Source: an optimization exercise on an open RTL-to-GDS flow (aim: small area). Production flows keep margins and buffers that such runs may drop.
In this exercise RTL edits were held to simulation tests only and were not proved equivalent to the original.
Power is estimated from default activity; no workload was simulated.

## design/flow/design.v

```verilog
module pelcod_scaler (
    input  wire [7:0] taps,      
    input  wire [1:0] t64,       
    input  wire       zm,        
    input  wire       mk100,     
    input  wire       mkzp,      
    input  wire       mkzn,      
    input  wire [1:0] rnd,       
    input  wire [1:0] c1,        
    input  wire       odd,       
    input  wire       ph,        
    input  wire       tpos,      
    input  wire [1:0] kdig,      
    input  wire       c2,        
    output wire [1:0] c1_n,
    output wire       ph_n,
    output wire [1:0] u,
    output wire       c2_n
);
    wire [1:0] zn  = taps[7:6];
    wire [1:0] zp  = taps[5:4];
    wire [1:0] t4  = taps[3:2];
    wire [1:0] t32 = taps[1:0];
    wire [1:0] o1 = zm ? (zp & {2{mkzp}})  : (t4  & {2{mk100}});
    wire [1:0] o2 = zm ? ~(zn & {2{mkzn}}) : (t32 & {2{mk100}});
    wire [1:0] o3 = zm ? 2'b00             : (t64 & {2{mk100}});
    wire [3:0] sum1 = {2'b00, o1} + {2'b00, o2} + {2'b00, o3} + {2'b00, rnd} + {2'b00, c1};
    assign c1_n = sum1[3:2];
    assign ph_n = sum1[1];
    wire [1:0] v = odd ? {sum1[0], ph} : sum1[1:0];
    wire [2:0] sum2 = {1'b0, kdig & {2{tpos}}} + {1'b0, v ^ {2{tpos}}} + {2'b00, c2};
    assign u    = sum2[1:0];
    assign c2_n = sum2[2];
endmodule
module pelcod_packer #(
    parameter RAW_MAX = 8
) (
    input  wire       clk,
    input  wire       rst,              
    input  wire [7:0] addr_i,           
    input  wire       sink_present_i,
    input  wire       cmd_valid,
    output wire       cmd_ready,
    input  wire [4:0] cmd_op,
    input  wire [31:0] cmd_arg,
    input  wire       raw_valid,
    output wire       raw_ready,
    input  wire [7:0] raw_data,
    input  wire       raw_last,
    input  wire       raw_none,
    output wire       snk_valid,
    input  wire       snk_ready,
    output wire [7:0] snk_data,
    output wire       snk_first,
    output wire       snk_last,
    output wire       snk_empty,
    input  wire       snk_done,
    input  wire       snk_fail,
    input  wire [7:0] snk_err,
    output wire       st_valid,
    output reg  [2:0] st_code,
    output wire [7:0] st_err
);
    localparam [2:0] ST_OK          = 3'd0;
    localparam [2:0] ST_ILLEGAL_OP  = 3'd1;
    localparam [2:0] ST_ILLEGAL_ARG = 3'd2;
    localparam [2:0] ST_SINK_ABSENT = 3'd3;
    localparam [2:0] ST_SINK_FAIL   = 3'd4;
    localparam [2:0] S_IDLE = 3'd0;     
    localparam [2:0] S_RAW  = 3'd1;     
    localparam [2:0] S_SEND = 3'd2;     
    localparam [2:0] S_WAIT = 3'd3;     
    localparam [2:0] S_STAT = 3'd4;     
    localparam [2:0] K_0 = 3'd0, K_255 = 3'd1, K_35999 = 3'd2, K_65535 = 3'd3,
                     K_9000 = 3'd4, K_27000 = 3'd5;
    reg  [2:0]  state;
    reg  [7:0]  addr_q;
    reg  [63:0] B;
    reg  [4:0]  op_q;
    reg         frame, first, empty;
    reg  [2:0]  ptr;                    
    reg  [4:0]  s;                      
    reg  [6:0]  X;                      
    reg         odd;
    reg  [1:0]  c1, cc;
    reg         c2, ph, eq;
    reg         m_const, m_mul, zm, tpos, fixen, sat6;
    reg  [2:0]  kc;
    wire cmd_fire = cmd_valid && cmd_ready;
    wire raw_fire = raw_valid && raw_ready;
    wire snk_fire = snk_valid && snk_ready;
    wire [7:0]  E   = cmd_arg[30:23];
    wire [22:0] F   = cmd_arg[22:0];
    wire        sg  = cmd_arg[31];
    wire        fnz = |F;
    wire        nan  = (&E) & fnz;
    wire        zero = ~(|E) & ~fnz;
    wire        fge  = F[22:18] >= 5'd13;           
    wire        ge360 = (E > 8'd135) | ((E == 8'd135) & fge);
    wire        ge90  = (E > 8'd133) | ((E == 8'd133) & fge);
    wire        ge1   = E >= 8'd127;
    wire        tiny  = E < 8'd119;                 
    wire        tinyz = E < 8'd110;                 
    wire        hi8   = |cmd_arg[31:8];
    wire        hi16  = |cmd_arg[31:16];
    wire        gt35999 = hi16 | (cmd_arg[15:0] > 16'd35999);
    wire        is_float = (cmd_op == 5'h19) | (cmd_op == 5'h1A) | (cmd_op == 5'h1B);
    wire        illegal  = (cmd_op == 5'h0F) | (cmd_op >= 5'h1D);
    wire        is_raw   = (cmd_op == 5'h1C);
    reg         a_const, a_mul, a_zm, a_tpos, a_fix;
    reg  [2:0]  a_kc;
    always @(*) begin
        a_const = 1'b0;
        a_mul   = 1'b0;
        a_zm    = 1'b0;
        a_tpos  = 1'b0;
        a_fix   = 1'b0;
        a_kc    = K_0;
        case (cmd_op)
            5'h01, 5'h02, 5'h03, 5'h04, 5'h05, 5'h06, 5'h07, 5'h08: ;   
            5'h10, 5'h11, 5'h12: begin a_const = hi8;     a_kc = K_255;   end
            5'h13, 5'h14:        begin a_const = gt35999; a_kc = K_35999; end
            5'h15:               begin a_const = hi16;    a_kc = K_65535; end
            5'h19: begin
                if (sg | tiny)  a_const = 1'b1;
                else if (ge360) begin a_const = 1'b1; a_kc = K_35999; end
                else begin a_mul = 1'b1; a_fix = 1'b1; end
            end
            5'h1A: begin
                if (zero) a_const = 1'b1;
                else if (sg) begin
                    if (ge90)      begin a_const = 1'b1; a_kc = K_9000; end
                    else if (tiny) a_const = 1'b1;
                    else           a_mul = 1'b1;
                end else begin
                    if (ge90)      begin a_const = 1'b1; a_kc = K_27000; end
                    else if (tiny) begin a_const = 1'b1; a_kc = K_35999; end
                    else begin a_mul = 1'b1; a_tpos = 1'b1; a_fix = 1'b1; end
                end
            end
            5'h1B: begin
                if (sg | tinyz) a_const = 1'b1;
                else if (ge1)   begin a_const = 1'b1; a_kc = K_65535; end
                else begin a_mul = 1'b1; a_zm = 1'b1; end
            end
            default: a_const = 1'b1;                                  
        endcase
    end
    wire motion = (op_q >= 5'h01) & (op_q <= 5'h08);
    wire keep1  = (op_q == 5'h01) | (op_q == 5'h02) | ((op_q >= 5'h05) & (op_q <= 5'h08));
    wire keep2  = (op_q >= 5'h03) & (op_q <= 5'h08);
    reg [7:0] C1, C2;
    always @(*) begin
        C1 = 8'h00;
        C2 = 8'h00;
        case (op_q)
            5'h01: C2 = 8'h04;
            5'h02: C2 = 8'h02;
            5'h03: C2 = 8'h08;
            5'h04: C2 = 8'h10;
            5'h05: C2 = 8'h0C;
            5'h06: C2 = 8'h0A;
            5'h07: C2 = 8'h14;
            5'h08: C2 = 8'h12;
            5'h09: C2 = 8'h20;
            5'h0A: C2 = 8'h40;
            5'h0B: C1 = 8'h01;
            5'h0C: C2 = 8'h80;
            5'h0D: C1 = 8'h02;
            5'h0E: C1 = 8'h04;
            5'h10: C2 = 8'h03;
            5'h11: C2 = 8'h05;
            5'h12: C2 = 8'h07;
            5'h13: C2 = 8'h4B;
            5'h14: C2 = 8'h4D;
            5'h15: C2 = 8'h4F;
            5'h16: C2 = 8'h51;
            5'h17: C2 = 8'h53;
            5'h18: C2 = 8'h55;
            5'h19: C2 = 8'h4B;
            5'h1A: C2 = 8'h4D;
            5'h1B: C2 = 8'h4F;
            default: ;
        endcase
    end
    wire [7:0] c12 = C1 | C2;                       
    wire done = (X >= 7'd87);
    wire d1ph = (X >= 7'd79) & (X <= 7'd82);
    wire ckph = (X >= 7'd83) & (X <= 7'd86);
    wire emit = (X >= 7'd75) & (X <= 7'd82);
    wire comp = (state == S_SEND) & frame & ~done;
    wire [2:0] d = X[2:0] - 3'd3;                   
    wire [1:0] t = d[1:0];
    wire [1:0] rnd = (X <= 7'd73) ? {tpos, tpos} :
                     (X == 7'd74) ? (tpos ? {1'b0, ~odd} : (odd ? 2'b01 : 2'b10)) :
                     2'b00;
    wire [15:0] k36 = 16'd36000;
    wire [1:0]  k36d = k36[{d, 1'b0} +: 2];
    wire [1:0] c1_n, u_mul;
    wire       ph_n, c2_n;
    pelcod_scaler u_scaler (
        .taps  ({B[23:22], B[7:6], B[5:4], B[2:1]}),
        .t64   (B[1:0]),
        .zm    (zm),
        .mk100 (~s[4]),
        .mkzp  (~(s[4] | (s[3] & s[2]))),
        .mkzn  (~(s[4] | s[3] | s[2])),
        .rnd   (rnd),
        .c1    (c1),
        .odd   (odd),
        .ph    (ph),
        .tpos  (tpos),
        .kdig  (k36d),
        .c2    (c2),
        .c1_n  (c1_n),
        .ph_n  (ph_n),
        .u     (u_mul),
        .c2_n  (c2_n)
    );
    reg [15:0] kval;
    always @(*) begin
        case (kc)
            K_255:   kval = 16'd255;
            K_35999: kval = 16'd35999;
            K_65535: kval = 16'd65535;
            K_9000:  kval = 16'd9000;
            K_27000: kval = 16'd27000;
            default: kval = 16'd0;
        endcase
    end
    wire [1:0] kdig  = kval[{d, 1'b0} +: 2];
    wire [1:0] s6dig = (d >= 3'd3) ? 2'b00 : (B[7:6] | {2{sat6}});
    wire [1:0] u = m_const ? kdig :
                   motion  ? s6dig :
                   m_mul   ? u_mul : B[7:6];
    wire       fix  = eq & fixen;
    wire [7:0] k9f  = 8'h9F;
    wire [1:0] d2f  = fix ? k9f[{t, 1'b0} +: 2] : B[57:56];
    wire [3:0] cks  = {2'b00, addr_q[{t, 1'b0} +: 2]} + {2'b00, c12[{t, 1'b0} +: 2]} +
                      {2'b00, d2f} + {2'b00, B[49:48]} + {2'b00, cc};
    wire [1:0] top_in = d1ph ? (B[57:56] & {2{~motion | keep2}}) :
                        ckph ? cks[1:0] : u;
    wire [1:0] in55   = (comp & d1ph) ? (motion ? (B[57:56] & {2{keep1}}) : u) :
                        (comp & ckph) ? d2f : B[57:56];
    wire s_ge3  = (s >= 5'd3);
    wire raw_ld = raw_fire & ~raw_none;
    wire raw_sh = (state == S_RAW) & ~raw_fire & ~s_ge3;
    wire sh_top = raw_sh | comp;                    
    wire sh_low = raw_sh | comp | raw_ld;
    wire ld8    = raw_ld | ((state == S_WAIT) & snk_done);
    always @(posedge clk) begin
        if (ld8)
            B[63:56] <= (state == S_RAW) ? raw_data : snk_err;
        else if (sh_top)
            B[63:56] <= {top_in, B[63:58]};
        if (cmd_fire)
            B[35:0] <= {6'b000000, 1'b1, cmd_arg[22:0], 6'b000000};
        else if (sh_low)
            B[35:0] <= B[37:2];
        if (sh_low)
            B[55:36] <= {in55, B[55:38]};
    end
    always @(posedge clk) begin
        if (cmd_fire) begin
            op_q    <= cmd_op;
            frame   <= ~is_raw;
            first   <= 1'b1;
            empty   <= 1'b0;
            ptr     <= is_raw ? 3'd0 : 3'd1;
            s       <= is_raw ? 5'd3 : 5'd0;
            X       <= a_mul ? (a_zm ? E[7:1] + 7'd8 : E[7:1]) : 7'd75;
            odd     <= a_mul & E[0];
            c1      <= {1'b0, a_zm & ~(|cmd_arg[15:0])};
            c2      <= a_tpos;
            cc      <= 2'b00;
            eq      <= 1'b1;
            m_const <= a_const;
            m_mul   <= a_mul;
            zm      <= a_zm;
            tpos    <= a_tpos;
            fixen   <= a_fix;
            kc      <= a_kc;
            sat6    <= |cmd_arg[7:6];
        end else begin
            if (raw_fire) begin
                s     <= 5'd0;
                first <= 1'b1;
                empty <= raw_none;
                if (~raw_none)
                    ptr <= ptr - 3'd1;
            end else if (s != 5'd31)
                s <= s + 5'd1;
            if (snk_fire) begin
                first <= 1'b0;
                ptr   <= ptr + 3'd1;
            end
            if (comp) begin
                X  <= X + 7'd1;
                c1 <= c1_n;
                ph <= ph_n;
                if (emit) begin
                    c2 <= c2_n;
                    eq <= eq & (u == k36d);
                end
                if (ckph)
                    cc <= cks[3:2];
            end
        end
    end
    always @(posedge clk) begin
        if (rst) begin
            state  <= S_IDLE;
            addr_q <= addr_i;
        end else begin
            case (state)
                S_IDLE: begin
                    if (cmd_valid) begin
                        if (illegal) begin
                            st_code <= ST_ILLEGAL_OP;
                            state   <= S_STAT;
                        end else if (is_float & nan) begin
                            st_code <= ST_ILLEGAL_ARG;
                            state   <= S_STAT;
                        end else if (is_raw) begin
                            state   <= S_RAW;
                        end else if (!sink_present_i) begin
                            st_code <= ST_SINK_ABSENT;
                            state   <= S_STAT;
                        end else begin
                            state   <= S_SEND;
                        end
                    end
                end
                S_RAW: begin
                    if (raw_fire && (raw_none || raw_last)) begin
                        if (sink_present_i)
                            state <= S_SEND;
                        else begin
                            st_code <= ST_SINK_ABSENT;
                            state   <= S_STAT;
                        end
                    end
                end
                S_SEND: begin
                    if (snk_fire && snk_last)
                        state <= S_WAIT;
                end
                S_WAIT: begin
                    if (snk_done) begin
                        st_code <= snk_fail ? ST_SINK_FAIL : ST_OK;
                        state   <= S_STAT;
                    end
                end
                S_STAT: state <= S_IDLE;
                default: state <= S_IDLE;
            endcase
        end
    end
    wire hdr = frame & ~ptr[2] | frame & (ptr == 3'd4);       
    reg sched;
    always @(*) begin
        case (ptr)
            3'd1:    sched = (s >= 5'd5);
            3'd2:    sched = (s >= 5'd11);
            3'd3:    sched = (s >= 5'd17);
            default: sched = (s >= 5'd23);
        endcase
    end
    reg [7:0] hbyte;
    always @(*) begin
        case (ptr[1:0])
            2'd1:    hbyte = 8'hFF;
            2'd2:    hbyte = addr_q;
            2'd3:    hbyte = C1;
            default: hbyte = C2;
        endcase
    end
    assign cmd_ready = (state == S_IDLE);
    assign raw_ready = (state == S_RAW) & s_ge3;
    assign st_valid  = (state == S_STAT);
    assign st_err    = B[63:56] & {8{st_code[2]}};
    assign snk_valid = (state == S_SEND) & (~frame | (hdr ? (sched | done) : done));
    assign snk_data  = hdr ? hbyte : B[{ptr, 3'b000} +: 8];
    assign snk_first = first;
    assign snk_last  = empty | (~hdr & (ptr == 3'd7));
    assign snk_empty = empty;
endmodule
```

## design/flow/constraint.sdc

```tcl
create_clock -name core_clock -period 25.0 [get_ports {clk}]
set_input_delay 5.0000 -clock core_clock [delete_from_list [all_inputs] [get_ports {clk}]]
set_output_delay 5.0000 -clock core_clock [all_outputs]
set_load 0.01 [all_outputs]
```

## design/flow/run.sh

```bash
#!/bin/bash
# synth_recipe.tcl (not shown) runs the flow's synth.tcl, then flattens the netlist and writes it again
# the make line also repeats each setting of config.mk as NAME=value (left out here)
make -C /OpenROAD-flow-scripts/flow DESIGN_CONFIG=/design/flow/config.mk WORK_HOME=/design/flow/orfs CLKGATE_MAP_FILE= SYNTH_SCRIPT=/design/flow/synth_recipe.tcl finish
```

## design/flow/config.mk

```make
export PLATFORM = sky130hd
export DESIGN_NAME = pelcod_packer
export DESIGN_NICKNAME = pelcod_packer
export VERILOG_FILES = /design/flow/design.v
export SDC_FILE = /design/flow/constraint.sdc
export NUM_CORES = 4
export LEC_CHECK = 0
export ABC_AREA = 1
export CAP_MARGIN = 20
export CORE_MARGIN = 2
export CORE_UTILIZATION = 70
export SLEW_MARGIN = 20
```

==> impl_summary.txt, run 1 <==
----------------------------------------------------
[Synthesis]
  Post-synthesis async set-or-reset flop share ... 0
  Sequential-to-total area share from yosys stat ... 0.420
  Dominant synthesized flop cell ... edfxtp_1
  Number of enable-type register cells in the synthesized netlist ... 96
  Top cell type's share of synthesized area ... 0.342
  Top cells by count, synth ... nand2_1, inv_1, o21ai_0
  Per-instance average area after synthesis ... 7.76 sq um
  Net count after synthesis ... 1206
  Cell accounting for the most synthesized area ... edfxtp_1
  Number of synthesis warnings ... 1
  Cell Area, Synth ... 0.00843 sq mm
  Most repeated cell in the gate-level netlist after synthesis ... nand2_1
  Register bit count reported by yosys ... between 100 and 150
  Cell types with the largest area share after synthesis ... edfxtp_1, nand2_1, dfxtp_1, o21ai_0, inv_1
  Post-Syn Instances ... roughly 1100
  Distinct cells, synth ... 51

[GRT]
  Pin count of the biggest net entering global routing ... 55
  GR Overflow Total ... 0
  Antenna violations before repair ... 0
  First-pass GRT wire length ... 37.4 mm
  Global-route total usage across every layer ... 0.373
  Via count of the first global-routing pass ... 7636

[Clock tree]
  CTS H-tree depth ... 4
  Root buffer cell ... clkbuf_16
  TritonCTS buffer count ... 17
  Number of sinks on the clock net ... 129
  Clock-pin slew reported for the worst setup and hold paths after clock tree synthesis ... 0.06 ns
  Post-CTS setup buffer count ... 0
  Maximum number of buffers from clock root to sink ... 2
  Worst-Skew Late Latency ... 0.43 ns
  Count of hold-fix buffers inserted at cts ... 0
  TritonCTS clock tree ... built
  Count of cells resized by post-cts repair ... 0

[Worst setup path]
  Signal arrival time at the worst endpoint ... roughly 3.5 ns
  Required time of the critical path ... 20.00 ns
  CP top delay family ... buffers and inverters
  Number of buffer and inverter instances along the worst setup path ... 3
  Startpoint-to-endpoint class of the critical path ... flip-flop to primary output
  CP Launch Type ... flip-flop
  Worst R2R Path Depth ... 21
  Slowest Stage Delay on Critical Path ... 1.00 ns
  Crit path cell chain ... inv_1 > ha_1 > inv_1 > o21ai_0 > o21ai_0 > clkdlybuf4s50_1
  Crit-path slowest cell ... edfxtp_1
  Stages on worst setup path ... 6
  Element type at the critical path end ... primary output
  Highest fanout seen on the critical path ... 31

[Power and ir drop]
  IR Drop Worst-Case VDD ... approximately 0.093 mV
  Leakage ... 4.32 nW
  Pwr Density ... 145 mW/mm^2
  Final Power ... 0.00145 W

[Cells and area]
  Area growth from synthesis to layout ... 18.6%
  Final non-filler cell area ... 0.0100 sq mm
  Total of fill cells in the finished design ... 737
  Fin nets ... 1293
  Register area ... 0.00354 sq mm
  Multi-input gate area in the final layout ... 0.00416 sq mm
  Share of final-layout standard cells stronger than drive strength 1 ... 0.0405
  # diodes ... 0

[Route]
  Vias per cell ... 6.24
  Remaining design rule violation count ... 0
  Total number of vias ... 8324
  Post-Route WL ... roughly 24 mm
  Routed length per placed instance ... between 15 and 20 um
  Drt initial violations ... 1116
  Final antenna-violating net count ... 0
  First-pass DRT Iterations ... 7

[Timing]
  Shortest clock period the worst path allows after layout ... 8.45 ns
  Final worst-path cycle share ... 0.338
  Number of setup violations in the final report ... 0
  Maximum clock frequency ... 0.118 GHz
  Transition time at the pin with the least slew margin ... about 1.0 ns
  Setup TNS after final layout ... 0 ns
  Unrepaired setup endpoints after global routing ... no
  Number of hold violations in the final report ... 0
  Worst clock skew on the final layout ... 0.0122 ns
  Final number of max-transition violations ... 0
  Slew Limit Headroom ... 0.335

[Die]
  Height of the die ... approximately 110 um
  Core region area ... 0.0119 sq mm
  Ports ... 97
  Effective utilization at floorplan ... 0.710
  Chip Width ... 114 um
  Row cnt ... 40
  Full die area ... 0.0129 sq mm

[Placement]
  Buffers added on ports ... 96
  Routability Congestion ... 0.965
  Post-Place Cell Area ... 0.00946 sq mm
  HPWL after DPL ... around 18 mm

[Worst hold path]
  Instance count along the most critical hold path ... 2
  Type of the tightest min-delay check ... flip-flop to flip-flop

[Outcome]
  Run status ... complete, no violations

[Flow run]
  MaxCap Viol Count ... 0

----------------------------------------------------
## per-stage QoR
stage / setup slack (ns) / utilization / instances / hold slack [ns]
2_1_floorplan: 18.01 / - / 1086 / 0.418
3_3_place_gp: 17.07 / 0.797 / 1301 / 0.428
3_5_place_dp: 16.96 / 0.797 / 1301 / 0.434
4_1_cts: 16.70 / 0.843 / 1333 / 0.446
5_1_grt: 16.39 / 0.843 / 1333 / 0.453
6_report: 16.55 / 0.843 / 1333 / 0.449
## final timing paths
kind / from / end / slack [ns]
worst min register to register: eq / eq / 0.45
worst max register to register: s[2] / B[63] / 19.90
worst max-delay path: ptr[1] / snk_data[2] / 16.55
worst min-delay path: eq / eq / 0.45
## metal layers
metal / GRT usage / share of wire / wire length [um]
met1: 0.494 / 0.39 / 9400
met2: 0.597 / 0.46 / 11100
met3: 0.0712 / 0.10 / 2520
met4: 0.179 / 0.047 / 1130
met5: 0 / 0 / 0
## area by class of cell
class / instances / area share
Timing Repair Buffer: 100 / 0.0991
Multi-Input combinational cell: 770 / 0.416
Sequential cell: 129 / 0.354
Inverter: 155 / 0.0582
Tap cell: 147 / 0.0184
Clock buffer: 26 / 0.0479
Clock inverter: 6 / 0.00601
## registers in the layout, indices dropped and copies added, names as in the netlist, 2 cells and up
register / flops
B: 64
X: 7
state: 3
addr_q: 8
ptr: 3
C1: 3
c1: 2
C2: 8
kc: 3
cc: 2
op_q: 5
st_code: 3
s: 5
## cells by family (layout without fill, tap and decap cells)
family                     count (synthesis)  after routing  share of synthesized area
adders and majority gates                 49             49                     0.0843
DFF                                      129            129                      0.420
and+or+nand+nor                          435            435                      0.218
buffers and inverters                    187            287                     0.0861
xor gates and xnor gates                   8              8                    0.00832
AOI/OAI and AO/OA                        278            278                      0.183
## cell usage in the layout, fill, tap and decap left out, drive strengths merged, types with 4 or more instances in the layout
cell and count:
dfxtp 33, edfxtp 96, o2111ai 4, a22oi 5
fa 13, clkinv 5, nand3 57, ha 36
nor2 97, o21ai 138, xor2 7, inv 153
clkdlybuf4s50 96, a21oi 77, o221ai 4, nand4 9
o211ai 12, nor3 15, buf 4, or2 9
nand2 240, clkbuf 26, a31oi 12, o22ai 10
## worst register-to-register path: stages, from the launching register on
cell and delay (ns):
edfxtp_1 0.49, nor2_1 0.24, nand2_1 0.17, o21ai_0 0.18, nand2_1 0.08, ha_1 0.20, inv_1 0.07, fa_1 0.43
fa_1 0.49, fa_1 0.55, inv_1 0.04, ha_1 0.31, nand2_1 0.10, nand2_1 0.08, xor2_1 0.20, fa_1 0.45
nand2_1 0.08, o211ai_1 0.09, nand2_1 0.14, nand2_1 0.10, o21bai_1 0.23, a21oi_1 0.13
## report_power, final
part | internal (W) | switching (W)
clock | 0.000141 | 0.0000916
combinational | 0.000279 | 0.000500
sequential | 0.000359 | 0.0000765
==> run 2, diff against run 1 <==
--- a/design/flow/config.mk
+++ b/design/flow/config.mk
@@ -5,8 +5,7 @@
 export SDC_FILE = /design/flow/constraint.sdc
 export NUM_CORES = 4
 export LEC_CHECK = 0
-export ABC_AREA = 1
 export CAP_MARGIN = 20
 export CORE_MARGIN = 2
-export CORE_UTILIZATION = 70
+export CORE_UTILIZATION = 40
 export SLEW_MARGIN = 20
==> run 2 against run 1 <==
  * Clock power rose by 3%
  * Total power decreased by 38%
  * Count of clock-buffer cells in the layout shrank 7
  * Clock skew is 0.0023 ns lower
  * Area after synthesis grew 3.7%
  * Flip-flop and latch count stayed put
  * Via count is 15% lower
  * Hold slack lost 0.010 ns
  * Final area rose by 4.5%
  * Core utilization shrank 36 points
  * Synthesized cell count is 17% lower
  * Critical endpoint is now snk_valid
  * Largest cell class unchanged
==> impl_summary.txt, run 2 <==
----------------------------------------------------
[Placement]
  Setup slack after placement ... 17.01 ns
  Buffers added on ports ... between 90 and 100
  HPWL after DPL ... 17.9 mm
  Post-Place Cell Area ... 0.00986 sq mm
  Routability Congestion ... 0.888

[Cells and area]
  Commonest cells after routing, fill and taps aside ... nand2_1, edfxtp_1, clkdlybuf4s50_1
  Final non-filler cell area ... 0.0104 sq mm
  Area growth from synthesis to layout ... 19.5%
  Flip-flop count of the largest register, all copies and words added ... 64
  # diodes ... 0
  Fin nets ... 1097
  Share of final-layout standard cells stronger than drive strength 1 ... 0.0909
  Register containing the most flip-flops in the final layout ... B
  Leading cell type in the layout, fill and taps excluded ... nand2_1

[Power and ir drop]
  Leakage ... ~4.0 nW
  Sw frac ... 0.359
  Share of power burned in combinational logic ... 0.371
  Internal portion of total power ... 0.000572 W
  Sequential group share of total power ... 0.359
  Net switching power ... 0.000321 W
  Portion of total power attributed to the clock network ... 0.270
  IR Drop Worst-Case VDD ... 0.0384 mV
  Pwr Density ... 85.5 mW/mm^2

[Worst setup path]
  Element type at the critical path end ... primary output
  Startpoint-to-endpoint class of the critical path ... flip-flop to primary output
  Crit path cell chain ... inv_1 > ha_1 > o21ai_0 > a21boi_0 > a31oi_1 > nor3_1 > clkdlybuf4s50_1
  Reg-to-reg critical path startpoint ... s[4]
  Slowest Stage Delay on Critical Path ... around 0.96 ns
  Number of buffer and inverter instances along the worst setup path ... 2
  Crit-path slowest cell ... edfxtp_1
  R2R setup slack ... a little under 20 ns
  Highest fanout seen on the critical path ... 19
  CP top delay family ... flip-flops
  Worst R2R Path Depth ... 19
  Required time of the critical path ... 20.00 ns
  Reg2reg end ... B[63]
  Signal arrival time at the worst endpoint ... about 3.4 ns
  CP Launch Type ... flip-flop
  Stages on worst setup path ... 7

[Clock tree]
  Post-CTS setup buffer count ... 0
  CTS H-tree depth ... 4
  Root buffer cell ... clkbuf_16
  TritonCTS buffer count ... 17
  Worst-Skew Late Latency ... roughly 0.42 ns
  Maximum number of buffers from clock root to sink ... 2
  Number of sinks on the clock net ... 129
  Count of cells resized by post-cts repair ... 0
  TritonCTS clock tree ... built
  Count of hold-fix buffers inserted at cts ... 0
  Clock-pin slew reported for the worst setup and hold paths after clock tree synthesis ... 0.06 ns

[Route]
  First-pass DRT Iterations ... 5
  Post-Route WL ... approximately 24 mm
  Remaining design rule violation count ... 0
  Final antenna-violating net count ... 0
  Total number of vias ... between 7000 and 8000
  Drt initial violations ... 577
  Vias per cell ... 5.59
  Routed length per placed instance ... ~19 um

[Synthesis]
  Distinct cells, synth ... 83
  Top cell type's share of synthesized area ... 0.330
  Number of synthesis warnings ... 1
  Most repeated cell in the gate-level netlist after synthesis ... nand2_1
  Cell accounting for the most synthesized area ... edfxtp_1
  Post-Syn Instances ... 905
  Top cells by count, synth ... nand2_1, edfxtp_1, nor2_1
  Cell Area, Synth ... 0.00874 sq mm
  Cell types with the largest area share after synthesis ... edfxtp_1, dfxtp_1, ha_1, nand2_1, mux4_2
  Number of enable-type register cells in the synthesized netlist ... 96
  Net count after synthesis ... roughly 1000
  Dominant synthesized flop cell ... edfxtp_1
  Post-synthesis async set-or-reset flop share ... 0
  Per-instance average area after synthesis ... 9.66 sq um
  Sequential-to-total area share from yosys stat ... 0.405
  Register bit count reported by yosys ... 129

[Die]
  Full die area ... 0.0230 sq mm
  Effective utilization at floorplan ... 0.404
  Chip Width ... 152 um
  Ports ... 97
  Row cnt ... between 50 and 60
  Core region area ... 0.0216 sq mm
  Height of the die ... ~150 um

[GRT]
  GR Overflow Total ... 0
  Via count of the first global-routing pass ... 6747
  Pin count of the biggest net entering global routing ... ~70
  First-pass GRT wire length ... 37.4 mm
  Global-route total usage across every layer ... 0.206
  Antenna violations before repair ... 0

[Timing]
  Slew Limit Headroom ... 0.356
  Number of hold violations in the final report ... 0
  Unrepaired setup endpoints after global routing ... no
  Setup slack after layout ... 16.60 ns
  Final worst-path cycle share ... 0.336
  Number of setup violations in the final report ... 0
  Transition time at the pin with the least slew margin ... 0.966 ns
  Worst clock skew on the final layout ... 0.00993 ns
  Shortest clock period the worst path allows after layout ... around 8.4 ns
  Final number of max-transition violations ... 0
  Maximum clock frequency ... 0.119 GHz
  Setup TNS after final layout ... 0 ns

[Worst hold path]
  Startpoint of the tightest hold check path ... B[44]
  Worst Hold Path EP ... B[42]
  Instance count along the most critical hold path ... 0
  Type of the tightest min-delay check ... flip-flop to flip-flop

[Flow run]
  MaxCap Viol Count ... 0

[Outcome]
  Run status ... complete, no violations

----------------------------------------------------
-- run 2: cell types whose count changed after synthesis, moves of 35 or more --
cell and delta:
mux2i_1 +35, inv_1 -98, o21ai_0 -86, nand2_1 -129
nand3_1 -35
-- run 2: logic make-up after synthesis --
group | count (synthesis) | synth area share
and+or+nand+nor | 325 | 0.178
AOI/OAI and AO/OA | 218 | 0.168
DFF | 129 | 0.405
buffers and inverters | 104 | 0.0505
muxes | 64 | 0.101
adders and majority gates | 50 | 0.0825
xor gates and xnor gates | 15 | 0.0150
-- run 2: worst max-delay path by stage --
stage / from / endpoint / slack, ns
floorplan: ptr[1] / snk_data[1] / 17.87
global placement: ptr[0] / snk_valid / 17.07
detailed placement: ptr[0] / snk_valid / 17.01
CTS: ptr[0] / snk_valid / 16.54
global route: ptr[1] / snk_valid / 16.35
finish: ptr[1] / snk_valid / 16.60
-- run 2: layout make-up --
type                       count  area [sq um]
sequential                   129          3540
multi-input combinational    672          4760
clock inverter                13           138
clock buffer                  19           433
timing repair buffer         103          1020
inverter                      54           203
tap                          280           350
fill                        2045         11200
-- run 2: metal layers --
metal	up-vias	global-route usage	part of all wire
met4	0	0.0601	0.018
li1	3456	-	-
met1	3376	0.297	0.47
met3	20	0.0442	0.064
met5	-	0	0
met2	253	0.313	0.45
-- run 2: power groups by stage --
stage	Sequential [W]	Combinational, W	Clock [W]
global placement	0.000326	0.000327	0
detailed placement	0.000326	0.000327	0
floorplan	0.000298	0.000246	0
finish	0.000320	0.000332	0.000241
global route	0.000326	0.000370	0.000254
CTS	0.000322	0.000331	0.000245
-- run 2: per-stage QoR --
| step | total power, W | hold slack [ns] | util | std cells |
|---|---|---|---|---|
| 2_1_floorplan | 0.000543 | 0.421 | - | 905 |
| 3_3_place_gp | 0.000652 | 0.431 | 0.456 | 1237 |
| 3_5_place_dp | 0.000654 | 0.431 | 0.456 | 1237 |
| 4_1_cts | 0.000897 | 0.444 | 0.482 | 1269 |
| 5_1_grt | 0.000950 | 0.450 | 0.483 | 1270 |
| 6_report | 0.000893 | 0.439 | 0.483 | 1270 |
==> run 3, diff against run 2 <==
==> design/flow/flow/run.sh (new file) <==
#!/bin/bash
# Standard layout, except: port buffers use the smallest buffer, and the
# clock tree uses clkbuf_4 without dummy loads.
set -euo pipefail
export BUFFER_PORTS_ARGS="-buffer_cell sky130_fd_sc_hd__buf_1"
export CTS_ARGS="-sink_clustering_enable -repair_clock_nets -buf_list sky130_fd_sc_hd__clkbuf_4 -dont_use_dummy_load"
bash standard.sh > standard_make.log 2>&1
==> design/flow/standard.sh (new file) <==
#!/bin/bash
# synth_recipe.tcl (not shown) runs the flow's synth.tcl, then flattens the netlist and writes it again
# the make line also repeats each setting of config.mk as NAME=value (left out here)
make -C /OpenROAD-flow-scripts/flow DESIGN_CONFIG=/design/flow/config.mk WORK_HOME=/design/flow/orfs CLKGATE_MAP_FILE= SYNTH_SCRIPT=/design/flow/synth_recipe.tcl "${@:-finish}"
--- a/design/flow/config.mk
+++ b/design/flow/config.mk
@@ -5,7 +5,8 @@
 export SDC_FILE = /design/flow/constraint.sdc
 export NUM_CORES = 4
 export LEC_CHECK = 0
+export ABC_AREA = 1
 export CAP_MARGIN = 20
 export CORE_MARGIN = 2
-export CORE_UTILIZATION = 40
+export CORE_UTILIZATION = 70
 export SLEW_MARGIN = 20
removed: design/flow/run.sh
==> run 3 against run 2 <==
  * Largest power group unchanged
  * Combinational power is 120% higher
  * Sequential share of layout area is 5.6 points higher
  * Critical path depth stayed put
  * Register-to-register slack better by 0.57 ns
  * First-iteration DRC count is 53% higher
  * Die area is 44% lower
  * Still clean
  * Final area is 14% lower
  * Worst setup slack worse by 0.58 ns
==> impl_summary.txt, run 3 <==
----------------------------------------------------
[Clock tree]
  TritonCTS clock tree ... built
  Root buffer cell ... clkbuf_4
  Count of cells resized by post-cts repair ... 0
  Clock-pin slew reported for the worst setup and hold paths after clock tree synthesis ... 0.11 ns
  Count of hold-fix buffers inserted at cts ... 0
  CTS H-tree depth ... 4
  Post-CTS setup buffer count ... 0
  Number of sinks on the clock net ... 129
  Maximum number of buffers from clock root to sink ... 2
  Worst-Skew Late Latency ... roughly 0.56 ns
  TritonCTS buffer count ... 17

[GRT]
  Pin count of the biggest net entering global routing ... 55
  Via count of the first global-routing pass ... 7081
  Antenna violations before repair ... 0
  First-pass GRT wire length ... 34.9 mm
  Global-route total usage across every layer ... 0.352
  GR Overflow Total ... 0

[Cells and area]
  Fin nets ... 1292
  Leading cell type in the layout, fill and taps excluded ... nand2_1
  Register containing the most flip-flops in the final layout ... B
  Area growth from synthesis to layout ... 6.53%
  # diodes ... 0
  Commonest cells after routing, fill and taps aside ... nand2_1, inv_1, o21ai_0
  Flip-flop count of the largest register, all copies and words added ... 64
  Final non-filler cell area ... approximately 0.009 sq mm
  Share of final-layout standard cells stronger than drive strength 1 ... 0.0333

[Worst setup path]
  Highest fanout seen on the critical path ... 36
  Element type at the critical path end ... primary output
  Signal arrival time at the worst endpoint ... 3.98 ns
  Launching element of the worst setup path ... ptr[0]
  Startpoint-to-endpoint class of the critical path ... flip-flop to primary output
  Reg-to-reg critical path startpoint ... s[2]
  Required time of the critical path ... roughly 20 ns
  CP Launch Type ... flip-flop
  R2R setup slack ... about 20 ns
  Reg2reg end ... B[63]
  Worst R2R Path Depth ... 21

[Timing]
  Number of setup violations in the final report ... 0
  Final worst-path cycle share ... 0.359
  Unrepaired setup endpoints after global routing ... no
  Maximum clock frequency ... 0.111 GHz
  Transition time at the pin with the least slew margin ... between 0.9 and 1 ns
  Worst clock skew on the final layout ... 0.0346 ns
  Shortest clock period the worst path allows after layout ... 8.98 ns
  Setup TNS after final layout ... 0 ns
  Number of hold violations in the final report ... 0
  Final number of max-transition violations ... 0
  Setup slack after layout ... 16.02 ns
  Slew Limit Headroom ... 0.343

[Worst hold path]
  Startpoint of the tightest hold check path ... B[53]
  Instance count along the most critical hold path ... 0
  Worst Hold Path EP ... B[51]
  Type of the tightest min-delay check ... flip-flop to flip-flop

[Synthesis]
  Cell Area, Synth ... 0.00843 sq mm
  Post-Syn Instances ... 1086
  Post-synthesis async set-or-reset flop share ... 0
  Distinct cells, synth ... 51
  Most repeated cell in the gate-level netlist after synthesis ... nand2_1
  Cell accounting for the most synthesized area ... edfxtp_1
  Number of enable-type register cells in the synthesized netlist ... 96
  Register bit count reported by yosys ... 129
  Net count after synthesis ... 1206
  Top cell type's share of synthesized area ... 0.342
  Dominant synthesized flop cell ... edfxtp_1
  Per-instance average area after synthesis ... slightly below 8 sq um
  Cell types with the largest area share after synthesis ... edfxtp_1, nand2_1, dfxtp_1, o21ai_0, inv_1
  Top cells by count, synth ... nand2_1, inv_1, o21ai_0
  Sequential-to-total area share from yosys stat ... 0.420
  Number of synthesis warnings ... 1

[Placement]
  Post-Place Cell Area ... 0.00885 sq mm
  HPWL after DPL ... 16.9 mm
  Setup slack after placement ... 16.75 ns
  Buffers added on ports ... 96
  Routability Congestion ... 0.986

[Power and ir drop]
  Leakage ... 3.87 nW
  Pwr Density ... 139 mW/mm^2
  IR Drop Worst-Case VDD ... 0.0912 mV

[Die]
  Core region area ... 0.0119 sq mm
  Height of the die ... 114 um
  Row cnt ... 40
  Chip Width ... 114 um
  Full die area ... 0.0129 sq mm
  Ports ... 97
  Effective utilization at floorplan ... 0.710

[Route]
  Vias per cell ... 6.02
  Drt initial violations ... 883
  Total number of vias ... 7931
  Remaining design rule violation count ... 0
  Post-Route WL ... 22.2 mm
  Routed length per placed instance ... about 17 um
  Final antenna-violating net count ... 0
  First-pass DRT Iterations ... 6

[Outcome]
  Run status ... complete, no violations

[Flow run]
  MaxCap Viol Count ... 0

----------------------------------------------------
==> run 3: changes by cell type in the layout (fill, tap and decap cells not counted), moves of 14 or more <==
cell,delta
nand2_1,+129
inv_1,+98
buf_1,+96
clkdlybuf4s50_1,-96
o21ai_0,+86
mux2i_1,-35
nand3_1,+35
mux4_2,-18
clkbuf_16,-17
clkbuf_4,+17
o21ai_1,+17
nand2b_1,-15
and2_1,-14
==> run 3: where the power goes <==
part / switching [W] / internal [W] / total, W / leakage, nW
combinational: 0.000476 / 0.000239 / 0.000714 / 2.60
sequential: 0.0000812 / 0.000359 / 0.000440 / 1.20
clock: 0.0000667 / 0.0000309 / 0.0000976 / 0.0782
total: 0.000623 / 0.000629 / 0.00125 / 3.87
==> run 3: per-layer routing <==
metal | global-route usage | part of all wire | up-vias
met1 | 0.477 | 0.42 | 3665
met4 | 0.128 | 0.033 | 0
met5 | 0 | 0 | -
li1 | - | - | 3829
met2 | 0.556 | 0.47 | 375
met3 | 0.0850 | 0.086 | 62
==> run 3: cells by family after synthesis <==
kind of cell / after synthesis / synth area share
AND/OR/NAND/NOR: 435 / 0.218
AO/OA/AOI/OAI: 278 / 0.183
buffers and inverters: 187 / 0.0861
flip-flops: 129 / 0.420
adder cells (fa/ha/maj): 49 / 0.0843
XOR/XNOR: 8 / 0.00832
==> run 3: worst max-delay path by stage <==
stage,to,cells past startpoint
finish,snk_data[0],7
global route,snk_data[6],7
CTS,snk_data[0],7
detailed placement,snk_data[0],7
global placement,snk_data[0],7
floorplan,snk_data[1],8
==> run 3: worst max-delay path, cell delays in order, from the launching register on <==
cell	delay, ns
edfxtp_1	1.01
inv_1	0.71
ha_1	0.46
o21ai_0	0.49
buf_4	0.27
nand3_1	0.11
o21ai_0	0.16
buf_1	0.20
==> run 3: final cells by class <==
type | count | area, sq um
fill | 951 | 2880
timing repair buffer | 99 | 383
inverter | 155 | 582
clock buffer | 17 | 128
multi-input combinational | 770 | 4160
tap | 147 | 184
sequential | 129 | 3540
==> run 3: metrics by stage <==
step | util | hold WS, ns | cells | power [W]
final | 0.757 | 0.441 | 1317 | 0.00125
after global placement | 0.746 | 0.425 | 1300 | 0.00112
after detailed placement | 0.746 | 0.434 | 1300 | 0.00114
after global routing | 0.757 | 0.435 | 1317 | 0.00136
after CTS | 0.757 | 0.440 | 1317 | 0.00124
after floorplan | - | 0.418 | 1086 | 0.000940
==> run 4, diff against run 3 <==
==> design/flow/flow/run.sh (replaced) <==
#!/bin/bash
# Standard layout, except: port buffers use the smallest buffer, and the
# clock tree uses clkbuf_4 without dummy loads.
set -euo pipefail
export BUFFER_PORTS_ARGS="-buffer_cell sky130_fd_sc_hd__buf_1"
export CTS_ARGS="-sink_clustering_enable -repair_clock_nets -buf_list sky130_fd_sc_hd__clkbuf_8 -dont_use_dummy_load"
bash standard.sh > standard_make.log 2>&1
==> run 4 against run 3 <==
  * Still clean on timing, DRC and antenna
  * Die area unchanged
  * Worst setup slack better by 0.12 ns
  * Sequential share of layout area shrank 0.46 points
  * Non-clock buffer count unchanged
  * Cell count unchanged
  * Core utilization rose by 0.90 points
  * Total power up 3.2%
  * Area after synthesis unchanged
  * Largest cell class unchanged
==> impl_summary.txt, run 4 <==
----------------------------------------------------
[Power and ir drop]
  Internal portion of total power ... 0.000660 W
  Sequential group share of total power ... 0.341
  IR Drop Worst-Case VDD ... a little over 0.08 mV
  Pwr Density ... 142 mW/mm^2
  Net switching power ... 0.000631 W
  Sw frac ... 0.489
  Portion of total power attributed to the clock network ... 0.101
  Final Power ... 0.00129 W
  Leakage ... 3.92 nW
  Share of power burned in combinational logic ... 0.558

[Route]
  Drt initial violations ... around 910
  Post-Route WL ... 22.2 mm
  Total number of vias ... 7871
  First-pass DRT Iterations ... 5
  Vias per cell ... 5.98
  Final antenna-violating net count ... 0
  Remaining design rule violation count ... 0
  Routed length per placed instance ... 16.9 um

[Clock tree]
  Number of sinks on the clock net ... 129
  Post-CTS setup buffer count ... 0
  Worst-Skew Late Latency ... 0.46 ns
  TritonCTS clock tree ... built
  Count of hold-fix buffers inserted at cts ... 0
  Count of cells resized by post-cts repair ... 0
  Root buffer cell ... clkbuf_8
  TritonCTS buffer count ... 17
  CTS H-tree depth ... 4
  Maximum number of buffers from clock root to sink ... 2
  Clock-pin slew reported for the worst setup and hold paths after clock tree synthesis ... 0.08 ns

[Outcome]
  Run status ... complete, no violations

[Synthesis]
  Number of enable-type register cells in the synthesized netlist ... 96
  Cell types with the largest area share after synthesis ... edfxtp_1, nand2_1, dfxtp_1, o21ai_0, inv_1
  Register bit count reported by yosys ... 129
  Synth Area in Adders ... 0.0843
  Top cells by count, synth ... nand2_1, inv_1, o21ai_0
  Post-Synth XOR/XNOR Area ... 0.00831
  Distinct cells, synth ... 51
  Post-synthesis async set-or-reset flop share ... 0
  Per-instance average area after synthesis ... 7.76 sq um
  Top cell type's share of synthesized area ... 0.342
  Net count after synthesis ... 1206
  Dominant combinational cell family by area after synthesis ... simple AND/OR/NAND/NOR gates
  Cell accounting for the most synthesized area ... edfxtp_1
  Post-Syn Instances ... 1086
  Number of synthesis warnings ... 1
  Post-synthesis simple-gate area fraction ... 0.218
  Dominant synthesized flop cell ... edfxtp_1
  Cell Area, Synth ... 0.00843 sq mm
  Sequential-to-total area share from yosys stat ... 0.420
  Synth Area in Compound Gates ... 0.183
  Most repeated cell in the gate-level netlist after synthesis ... nand2_1
  Share of synthesized area spent on multiplexers ... 0

[Worst setup path]
  R2R setup slack ... 19.97 ns
  Element type at the critical path end ... primary output
  CP Launch Type ... flip-flop
  Highest fanout seen on the critical path ... 36
  Required time of the critical path ... 20.00 ns
  Startpoint-to-endpoint class of the critical path ... flip-flop to primary output
  Worst R2R Path Depth ... 21
  Reg2reg end ... B[63]
  Signal arrival time at the worst endpoint ... between 3 and 4 ns
  Reg-to-reg critical path startpoint ... s[2]

[GRT]
  Global-route total usage across every layer ... 0.352
  Pin count of the biggest net entering global routing ... 55
  Antenna violations before repair ... 0
  First-pass GRT wire length ... 34.9 mm
  Via count of the first global-routing pass ... just over 7000
  GR Overflow Total ... 0

[Worst hold path]
  Type of the tightest min-delay check ... flip-flop to flip-flop
  Worst Hold Path EP ... B[51]
  Instance count along the most critical hold path ... 0
  Startpoint of the tightest hold check path ... B[53]

[Placement]
  Buffers added on ports ... 96
  Post-Place Cell Area ... 0.00885 sq mm
  HPWL after DPL ... 16.9 mm
  Routability Congestion ... between 0.9 and 1

[Timing]
  Worst clock skew on the final layout ... 0.0191 ns
  Unrepaired setup endpoints after global routing ... no
  Maximum clock frequency ... 0.113 GHz
  Slew Limit Headroom ... 0.348
  Shortest clock period the worst path allows after layout ... approximately 8.9 ns
  Final worst-path cycle share ... 0.354
  Final number of max-transition violations ... 0
  Number of hold violations in the final report ... 0
  Number of setup violations in the final report ... 0
  Setup TNS after final layout ... 0 ns
  Transition time at the pin with the least slew margin ... 0.975 ns

[Cells and area]
  Leading cell type in the layout, fill and taps excluded ... nand2_1
  Commonest cells after routing, fill and taps aside ... nand2_1, inv_1, o21ai_0
  Area growth from synthesis to layout ... 7.80%
  Share of final-layout standard cells stronger than drive strength 1 ... 0.0333
  Flip-flop count of the largest register, all copies and words added ... 64
  Register containing the most flip-flops in the final layout ... B
  # diodes ... 0
  Fin nets ... 1292
  Final non-filler cell area ... between 0.009 and 0.01 sq mm
  Utilization after layout ... 0.766

[Die]
  Chip Width ... 114 um
  Full die area ... roughly 0.013 sq mm
  Row cnt ... 40
  Core region area ... 0.0119 sq mm
  Height of the die ... between 100 and 150 um
  Ports ... 97
  Effective utilization at floorplan ... 0.710

[Flow run]
  MaxCap Viol Count ... 0

----------------------------------------------------
-- run 4: cell counts after synthesis --
Identical to the previous run, type by type.
-- run 4: logic make-up (layout without fill, tap and decap cells) --
logic type,Yosys count,after routing
and+or+nand+nor,435,435
AOI/OAI and AO/OA,278,278
buffers and inverters,187,271
DFF,129,129
adders and majority gates,49,49
xor gates and xnor gates,8,8
-- run 4: how the worst max path moves through the flow --
| stage | from | endpoint | slack (ns) | cells past startpoint |
|---|---|---|---|---|
| after floorplan | ptr[0] | snk_data[1] | 18.01 | 8 |
| after CTS | ptr[0] | snk_data[0] | 16.23 | 7 |
| after detailed placement | ptr[0] | snk_data[0] | 16.75 | 7 |
| after global routing | ptr[0] | snk_data[6] | 15.89 | 7 |
| final | ptr[0] | snk_data[0] | 16.14 | 7 |
| after global placement | ptr[0] | snk_data[0] | 16.87 | 7 |
-- run 4: final cells by class --
cell class | count | area (sq um)
clock buffers | 17 | 234
fillers | 930 | 2780
inverters | 155 | 582
multi-input cells | 770 | 4160
flip-flops and latches | 129 | 3540
well taps | 147 | 184
repair buffers | 99 | 383
-- run 4: critical path, stage by stage, from the launching register on --
cell,delay [ns]
edfxtp_1,0.99
inv_1,0.72
ha_1,0.47
o21ai_0,0.48
buf_4,0.27
nand3_1,0.11
o21ai_0,0.16
buf_1,0.20
-- run 4: stage by stage --
stage / instances / hold slack (ns) / setup WS [ns]
floorplan: 1086 / 0.418 / 18.01
global placement: 1300 / 0.425 / 16.87
detailed placement: 1300 / 0.434 / 16.75
CTS: 1317 / 0.439 / 16.23
global route: 1317 / 0.436 / 15.89
finish: 1317 / 0.436 / 16.14
-- run 4: routing by layer --
metal / vias to the layer above / track usage / routed length, um
met1: 3592 / 0.472 / 9030
met3: 64 / 0.0744 / 2160
met2: 397 / 0.557 / 10300
met5: - / 0 / 0
li1: 3818 / - / -
met4: 0 / 0.157 / 751
-- run 4: power by group through the flow --
stage	Combinational [W]	Sequential (W)	Clock [W]
5_1_grt	0.000809	0.000450	0.000137
6_report	0.000720	0.000441	0.000130
3_3_place_gp	0.000682	0.000439	0
3_5_place_dp	0.000700	0.000441	0
4_1_cts	0.000706	0.000438	0.000130
2_1_floorplan	0.000539	0.000401	0
==> run 5, diff against run 4 <==
==> design/flow/flow/run.sh (replaced) <==
#!/bin/bash
# Layout flow: the standard flow (standard.sh) with three changes.
#  1. Synthesis: the standard synthesis script, but ORFS's scripts are
#     taken from a copy in which the adder extraction (extract_fa and the
#     adder techmap) and the Kogge-Stone carry-lookahead map are left out,
#     and ABC maps with flow/abc_area.script. Registers are untouched:
#     they are mapped by the same dfflibmap before ABC runs.
#  2. Port buffers use sky130_fd_sc_hd__buf_1.
#  3. The clock tree is built from clkbuf_8 without dummy loads.
# Each step's output goes to a log file of its own in this folder.
set -euo pipefail
here=$(pwd)
rm -rf "$here/scripts_mod"
cp -r "$FLOW_HOME/scripts" "$here/scripts_mod"
cp "$here/flow/abc_area.script" "$here/scripts_mod/abc_area.script"
cp "$here/flow/abc_area.script" "$here/scripts_mod/abc_speed.script"
sed -i 's|"-extra-map $::env(FLOW_HOME)/platforms/common/lcu_kogge_stone.v"|""|' "$here/scripts_mod/synth.tcl"
sed -i 's|^\(\s*\)extract_fa |\1#extract_fa |; s|^\(\s*\)techmap -map $::env(ADDER_MAP_FILE)|\1#techmap -map $::env(ADDER_MAP_FILE)|' "$here/scripts_mod/synth.tcl"
grep -q '#extract_fa' "$here/scripts_mod/synth.tcl"
SCRIPTS_DIR="$here/scripts_mod" bash standard.sh synth > "$here/log_synth.txt" 2>&1
export BUFFER_PORTS_ARGS="-buffer_cell sky130_fd_sc_hd__buf_1"
export CTS_ARGS="-sink_clustering_enable -repair_clock_nets -buf_list sky130_fd_sc_hd__clkbuf_8 -dont_use_dummy_load"
bash standard.sh > "$here/log_layout.txt" 2>&1
==> design/flow/flow/abc_area.script (new file) <==
strash
&get -n
&fraig -x
&put
scorr
dc2
strash
&get -n
&dch -f
&nf -R 1000
&put
topo
stime -c
buffer -c
upsize -c
dnsize -c
==> run 5 against run 4 <==
  * Largest cell class unchanged
  * Register-to-register slack better by 0.79 ns
  * Non-clock buffer count rose by 3
  * Critical endpoint is now snk_data[3]
  * Largest power group unchanged
  * Clock power barely moved
  * Die area decreased by 9.8%
  * Maximum frequency grew 16%
  * Global-route usage increased by 2.1 points
  * Area after synthesis down 10%
  * First-iteration DRC count grew 14%
==> impl_summary.txt, run 5 <==
----------------------------------------------------
[Worst setup path]
  Worst R2R Path Depth ... 20
  Launching element of the worst setup path ... ptr[0]
  Signal arrival time at the worst endpoint ... 2.65 ns
  Highest fanout seen on the critical path ... 19
  Element type at the critical path end ... primary output
  R2R setup slack ... 20.76 ns
  Startpoint-to-endpoint class of the critical path ... flip-flop to primary output
  CP Launch Type ... flip-flop
  Reg-to-reg critical path startpoint ... s[4]
  Reg2reg end ... eq
  Required time of the critical path ... roughly 20 ns

[Synthesis]
  Post-Syn Instances ... ~850
  Number of synthesis warnings ... 1
  Register bit count reported by yosys ... 129
  Dominant synthesized flop cell ... edfxtp_1
  Cell Area, Synth ... 0.00757 sq mm
  Number of enable-type register cells in the synthesized netlist ... 96
  Per-instance average area after synthesis ... 8.88 sq um
  Cell types with the largest area share after synthesis ... edfxtp_1, dfxtp_1, nand2_1, nor2_1, o21ai_0
  Distinct cells, synth ... 69
  Cell accounting for the most synthesized area ... edfxtp_1
  Most repeated cell in the gate-level netlist after synthesis ... nand2_1
  Top cells by count, synth ... nand2_1, nor2_1, edfxtp_1
  Sequential-to-total area share from yosys stat ... 0.468
  Net count after synthesis ... 923
  Top cell type's share of synthesized area ... 0.381
  Post-synthesis async set-or-reset flop share ... 0

[Timing]
  Shortest clock period the worst path allows after layout ... 7.65 ns
  Maximum clock frequency ... 0.131 GHz
  Number of hold violations in the final report ... 0
  Final worst hold slack ... approximately 0.45 ns
  Setup slack after layout ... 17.35 ns
  Final number of max-transition violations ... 0
  Number of setup violations in the final report ... 0
  Final worst-path cycle share ... 0.306
  Unrepaired setup endpoints after global routing ... no
  Slew Limit Headroom ... 0.317
  Worst clock skew on the final layout ... 0.0238 ns
  Setup TNS after final layout ... 0 ns
  Transition time at the pin with the least slew margin ... 1.02 ns

[Power and ir drop]
  IR Drop Worst-Case VDD ... slightly below 0.08 mV
  Leakage ... 2.94 nW
  Pwr Density ... 162 mW/mm^2
  Final Power ... between 0.001 and 0.0015 W

[Route]
  Remaining design rule violation count ... 0
  First-pass DRT Iterations ... 9
  Final antenna-violating net count ... 0
  Drt initial violations ... 1039
  Total number of vias ... a little over 7000
  Vias per cell ... 6.79
  Post-Route WL ... between 20 and 25 mm
  Routed length per placed instance ... approximately 20 um

[Cells and area]
  Flip-flop count of the largest register, all copies and words added ... 64
  Register area ... 0.00354 sq mm
  Multi-input gate area in the final layout ... between 0.003 and 0.004 sq mm
  Final non-filler cell area ... between 0.008 and 0.009 sq mm
  Area growth from synthesis to layout ... 8.59%
  Register containing the most flip-flops in the final layout ... B
  Commonest cells after routing, fill and taps aside ... nand2_1, nor2_1, edfxtp_1, buf_1, o21ai_0
  Total of fill cells in the finished design ... 758
  # diodes ... 0
  Fin nets ... 1004
  Leading cell type in the layout, fill and taps excluded ... nand2_1
  Share of final-layout standard cells stronger than drive strength 1 ... 0.0462

[GRT]
  GR Overflow Total ... 0
  First-pass GRT wire length ... 33.1 mm
  Global-route total usage across every layer ... 0.373
  Pin count of the biggest net entering global routing ... 57
  Via count of the first global-routing pass ... 6687
  Antenna violations before repair ... 0

[Clock tree]
  Post-CTS setup buffer count ... 0
  TritonCTS buffer count ... 17
  Root buffer cell ... clkbuf_8
  CTS H-tree depth ... 4
  Count of cells resized by post-cts repair ... 0
  Count of hold-fix buffers inserted at cts ... 0
  Clock-pin slew reported for the worst setup and hold paths after clock tree synthesis ... 0.07 ns
  Worst-Skew Late Latency ... 0.45 ns
  TritonCTS clock tree ... built
  Number of sinks on the clock net ... 129
  Maximum number of buffers from clock root to sink ... 2

[Placement]
  HPWL after DPL ... about 16 mm
  Setup slack after placement ... 17.45 ns
  Post-Place Cell Area ... 0.00799 sq mm
  Routability Congestion ... 0.986
  Buffers added on ports ... 96

[Worst hold path]
  Worst Hold Path EP ... B[51]
  Type of the tightest min-delay check ... flip-flop to flip-flop
  Startpoint of the tightest hold check path ... B[53]
  Instance count along the most critical hold path ... 0

[Die]
  Full die area ... 0.0117 sq mm
  Effective utilization at floorplan ... 0.727
  Chip Width ... 108 um
  Row cnt ... 37
  Core region area ... 0.0104 sq mm
  Ports ... 97
  Height of the die ... between 100 and 150 um

[Outcome]
  Run status ... complete, no violations

[Flow run]
  MaxCap Viol Count ... 0

----------------------------------------------------
## run 5: worst max-delay path by stage
stage	to	slack (ns)	depth (start not counted)
final	snk_data[3]	17.35	6
after floorplan	B[10]	17.73	6
after global placement	B[16]	17.57	7
after CTS	snk_data[3]	17.46	6
after global routing	snk_data[7]	17.22	6
after detailed placement	B[16]	17.45	7
## run 5: layout make-up
class | count | share of cell area
sequential | 129 | 0.431
tap | 136 | 0.0207
multi-input combinational | 662 | 0.461
timing repair buffer | 102 | 0.0493
clock buffer | 17 | 0.0285
inverter | 21 | 0.00959
## run 5: power by group
| group | switching [W] | leakage [nW] | internal [W] |
|---|---|---|---|
| logic | 0.000467 | 1.62 | 0.000271 |
| clock network | 0.0000690 | 0.122 | 0.0000595 |
| registers | 0.0000957 | 1.20 | 0.000367 |
| total | 0.000631 | 2.94 | 0.000697 |
## run 5: cell families (layout without fill, tap and decap cells)
family                   Yosys count  after routing  synth area share
flip-flops                       129            129             0.468
XOR/XNOR                          36             36            0.0426
buffers and inverters             61            140            0.0314
AO/OA/AOI/OAI                    248            248             0.218
multiplexers                      11             11            0.0145
AND/OR/NAND/NOR                  365            365             0.222
adder cells (fa/ha/maj)            2              2           0.00264
## run 5: per-stage QoR
step,cells,utilization
floorplan,852,-
global placement,1050,0.767
detailed placement,1050,0.767
CTS,1067,0.789
global route,1067,0.789
finish,1067,0.789
## run 5: critical path: stages, from the launching register on
cell and delay [ns]:
edfxtp_1 0.61, and2_1 0.71, a222oi_1 0.26, nand2_1 0.16
nand3_1 0.12, o21ai_0 0.16, buf_1 0.18
## run 5: metal layers
metal,vias up,part of all wire,global-route usage
li1,3291,-,-
met2,512,0.48,0.611
met4,0,0.036,0.184
met1,3353,0.38,0.469
met3,87,0.10,0.0862
met5,-,0,0

re-timing with driven ports:
No port has a modelled driver above. Below, the same layouts with a new extraction and two added sets of constraints.
Step 1, drivers: a clkbuf_16 drives clk and a buf_2 each remaining input, both assumed.
Step 2, shift: input delay + t, output delay - t, t = (earliest + latest rising clock arrival at the registers) / 2. This alone moves slack from input paths to output paths.
Three values: ideal ports, drivers, drivers and shift; two values: the first two.
run	t, ns	setup WS [ns]	worst hold slack (ns)	clock arrival spread, ns	worst slew at a driven data input, ns
run 1	0.463	16.553 / 16.511 / 16.918	0.449 / 0.449 / 0.449	0.013 / 0.012	0.05
run 2	0.461	16.601 / 16.557 / 17.018	0.439 / 0.439 / 0.439	0.010 / 0.010	0.04
run 3	0.582	16.018 / 15.983 / 16.565	0.441 / 0.441 / 0.441	0.042 / 0.043	0.04
run 4	0.496	16.140 / 16.103 / 16.600	0.436 / 0.436 / 0.436	0.027 / 0.027	0.04
run 5	0.484	17.350 / 17.308 / 17.422	0.452 / 0.452 / 0.452	0.033 / 0.034	0.04
After both steps setup and hold are still met in every run listed.
